From an optimization exercise on the open Yosys and OpenROAD flow, aimed at small area, a short achievable clock period and few clock cycles; shortcuts taken in it are not production practice.
Only simulation tests tie the RTL to the original design; equivalence was not proved.

== the reference run ==
Design gf2_isirr, start of the top module:
module gf2_isirr (
    input  wire        clk,
    input  wire        rst,
    input  wire        start,
    input  wire [63:0] f,
    input  wire [5:0]  n,
    output wire        busy,
    output reg         done,
    output reg         err,
    output reg         irr,
    output reg  [6:0]  missed
);
    localparam integer KD = 4;      
    localparam integer KL = 2;      
    localparam integer J  = 2;      
    localparam integer T  = 4;      
    localparam integer NQ = 64 / KD;
    localparam [3:0] S_IDLE  = 4'd0,
                     S_CHECK = 4'd1,
                     S_GCD0  = 4'd2,
                     S_LOOP  = 4'd5,
                     S_DIV   = 4'd6,
                     S_DEG   = 4'd7,
                     S_CNT   = 4'd8;
    reg [3:0]   st;
    reg         bsy;
    reg [63:0]  F;           
    reg [63:0]  A, B;        
    reg [127:0] W;           
    reg [7:0]   dl;          
    reg         g1r;         
    reg         gzr;         
    reg [5:0]   m;           
    reg [5:0]   kq;          
    reg [5:0]   cnt;         
    reg [5:0]   dd;          
    reg [2:0]   ds_r;        
    reg [5:0]   t;           
    reg [6:0]   r;           
    reg [KD-1:0] finv;       
    reg         p1, p2;      
    reg         wz;          
    assign busy = bsy;
    function [5:0] deg64;
        input [63:0] v;
        integer i;
        begin
            deg64 = 6'd0;
  ...
Size: roughly 370 flip-flops, roughly 37000 sq um of cells after synthesis.
Settings: LEC_CHECK=0, CAP_MARGIN=20, CORE_MARGIN=2, CORE_UTILIZATION=40, PLACE_DENSITY=0.55, SLEW_MARGIN=20; clock period 12.0 ns.
standard.sh (not shown) runs the stock make flow with config.mk's settings and CLKGATE_MAP_FILE= SYNTH_SCRIPT=/design/flow/synth_recipe.tcl, a recipe that flattens the netlist after the stock synthesis.
==> flow/flow/run.sh <==
#!/bin/bash
set -euo pipefail
bash standard.sh finish SETUP_SLACK_MARGIN=7.5 > standard.log 2>&1
Testbench counts of the reference run, summed over its fixed seeds: cycles 50,481.
## Diff of input files: the trial run against the reference run
-- flow/design.v --
<<< the reference run, line 35
    reg [5:0]   cnt;         
    reg [5:0]   dd;          
    reg [2:0]   ds_r;        
    reg [5:0]   t;           
    reg [6:0]   r;           
>>> the trial run, line 35
    reg [5:0]   cnt;         
    reg [5:0]   dd;          
    reg [5:0]   t;           
    reg [6:0]   r;           
<<< the reference run, line 181
    wire [6:0]  kn7      = {1'b0, kq_n} << KL;
    wire [5:0]  kn1      = kn7[5:0] - 6'd1;                   
    wire [2:0]  ds_n     = kn7[6] ? 3'd6 : kn7[5] ? 3'd5 : kn7[4] ? 3'd4 :
                           kn7[3] ? 3'd3 : 3'd2;
    wire [6:0]  k2ds     = 7'd1 << ds_n;
    wire [5:0]  w0p      = kn7[5:0] - k2ds[5:0];              
    wire [5:0]  dd1      = dd + 6'd1;
    wire        more     = ({dd1, 1'b0} <= {1'b0, m});        
>>> the trial run, line 180
    wire [6:0]  kn7      = {1'b0, kq_n} << KL;
    wire [5:0]  kn1      = kn7[5:0] - 6'd1;                   
    wire [5:0]  dd1      = dd + 6'd1;
    wire        more     = ({dd1, 1'b0} <= {1'b0, m});        
<<< the reference run, line 249
    wire s_deg  = (st == S_DEG);
    wire s_cnt  = (st == S_CNT);
    wire fake   = (dd[5:1] == 5'd0);
    wire cnst   = ~fake & (dd1 <= {3'd0, ds_r});
    wire syn    = s_lp & g1 & (fake | cnst | cz);
    wire dvs    = s_lp & gfin & ~g1 & cz;
    wire cend   = s_cnt & (t == dd);
    wire step   = s_g0 | (s_lp & ~syn & ~dvs);
    wire mstep  = ((s_g0 | s_lp) & ~cz) | s_div;
    wire sqr    = syn & ~fake & ~cnst;
    wire ab_ld  = s_chk | syn | s_cnt;
    wire [63:0] a_chk = F[0] ? F : fder;
>>> the trial run, line 244
    wire s_deg  = (st == S_DEG);
    wire s_cnt  = (st == S_CNT);
    wire syn    = s_lp & g1 & cz;
    wire dvs    = s_lp & gfin & ~g1 & cz;
    wire cend   = s_cnt & (t == dd);
    wire step   = s_g0 | (s_lp & ~syn & ~dvs);
    wire mstep  = ((s_g0 | s_lp) & ~cz) | s_div;
    wire ab_ld  = s_chk | syn | s_cnt;
    wire [63:0] a_chk = F[0] ? F : fder;
<<< the reference run, line 262
    wire [63:0] a_syn = (dd == 6'd0) ? (p1 ? 64'd3 : 64'd1) :
                        (dd == 6'd1) ? (p2 ? 64'd7 : 64'd1) : F;
    wire [63:0] b_cst = (dd1[2:0] == 3'd3) ? 64'h81 :
                        (dd1[2:0] == 3'd4) ? 64'h8001 :
                        (dd1[2:0] == 3'd5) ? 64'h80000001 : 64'h8000000000000001;
    wire [63:0] b_syn = fake ? 64'd0 : cnst ? b_cst : (W[63:0] ^ onek);
    wire [7:0]  e_cst = (dd1[2:0] == 3'd3) ? 8'd7 : (dd1[2:0] == 3'd4) ? 8'd15 :
                        (dd1[2:0] == 3'd5) ? 8'd31 : 8'd63;    
    reg  [63:0] b_div;
    always @* begin
>>> the trial run, line 254
    wire [63:0] a_syn = (dd == 6'd0) ? (p1 ? 64'd3 : 64'd1) :
                        (dd == 6'd1) ? (p2 ? 64'd7 : 64'd1) : F;
    wire [63:0] b_syn = (dd[5:1] == 5'd0) ? 64'd0 : (W[63:0] ^ onek);
    reg  [63:0] b_div;
    always @* begin
<<< the reference run, line 277
    wire [63:0] b_nx = s_chk ? b_chk : syn ? b_syn : step ? gb :
                       s_div ? b_div : B;
    wire [127:0] w_nx = s_chk ? (128'd1 << {w0p, 1'b0}) : sqr ? sp :
                        dvs ? {64'd0, F} : cend ? {64'd0, A} :
                        mstep ? (wm & WMASK) : W;
    wire [5:0] cnt_nx = s_chk ? kq_n : sqr ? kq : dvs ? 6'd0 :
                        cend ? (kq - kq_of_m) :
                        mstep ? (s_div ? cnt + 6'd1 : cnt - 6'd1) : cnt;
    wire [7:0] dl_nx  = s_chk ? (F[0] ? 8'hFF : 8'd1) :
                        syn ? ((cnst ? e_cst : ({1'b0, kk} - 8'd1)) - {2'b0, m}) :
                        step ? gd : dl;
    always @(posedge clk) begin
>>> the trial run, line 264
    wire [63:0] b_nx = s_chk ? b_chk : syn ? b_syn : step ? gb :
                       s_div ? b_div : B;
    wire [127:0] w_nx = s_chk ? (128'd1 << {kn1, 1'b0}) : syn ? sp :
                        dvs ? {64'd0, F} : cend ? {64'd0, A} :
                        mstep ? (wm & WMASK) : W;
    wire [5:0] cnt_nx = s_chk ? kq_n : syn ? kq : dvs ? 6'd0 :
                        cend ? (kq - kq_of_m) :
                        mstep ? (s_div ? cnt + 6'd1 : cnt - 6'd1) : cnt;
    wire [7:0] dl_nx  = s_chk ? (F[0] ? 8'hFF : 8'd1) :
                        syn ? ({1'b0, kk} - 8'd1 - {2'b0, m}) :
                        step ? gd : dl;
    always @(posedge clk) begin
<<< the reference run, line 322
        if (s_chk)      dd <= 6'd0;
        else if (syn)   dd <= dd1;
        if (s_chk)      ds_r <= ds_n;
        if (dvs)        wz <= 1'b0;
        else if (s_div) wz <= (W[63:0] == 64'd0);
>>> the trial run, line 309
        if (s_chk)      dd <= 6'd0;
        else if (syn)   dd <= dd1;
        if (dvs)        wz <= 1'b0;
        else if (s_div) wz <= (W[63:0] == 64'd0);
Results
Side by side, first-iteration DRC count turned out lower in the trial run than in the reference run.
Looking at share of cell area taken by flip-flops and latches, the trial run sits 0.95 points higher than the reference run does.
Initial antenna violation count in the trial run vs the reference run: down 3
Changes observed in the trial run relative to the reference run: portion of the layout cell area used by non-clock buffers shows a reduction of 0.98 points; setup slack of the critical path after layout went up; met2 wire length moved down.
Testbench counts of the trial run, summed over its fixed seeds: cycles 55,204.

-- afterwards: timing with drivers on the ports --
Ports are ideal in the flow. The routed layouts listed here were re-timed in OpenROAD.
Step 1, drivers: a clkbuf_16 drives clk and a buf_2 each remaining input, both assumed.
Step 2 also shifts input and output timing later by t, the mid clock arrival at the registers, as if the neighbouring blocks saw the same clock.
Three values: ideal ports, drivers, drivers and shift; two values: the first two.
run | shift t [ns] | setup slack, ns | worst data-port slew with drivers (ns) | cell pins on the clock port's net
the reference run | 0.704 | 7.373 / 7.373 / 7.373 | 0.10 | 1
the trial run | 0.698 | 7.494 / 7.494 / 7.494 | 0.08 | 1
After both steps setup and hold are still met in every run listed.
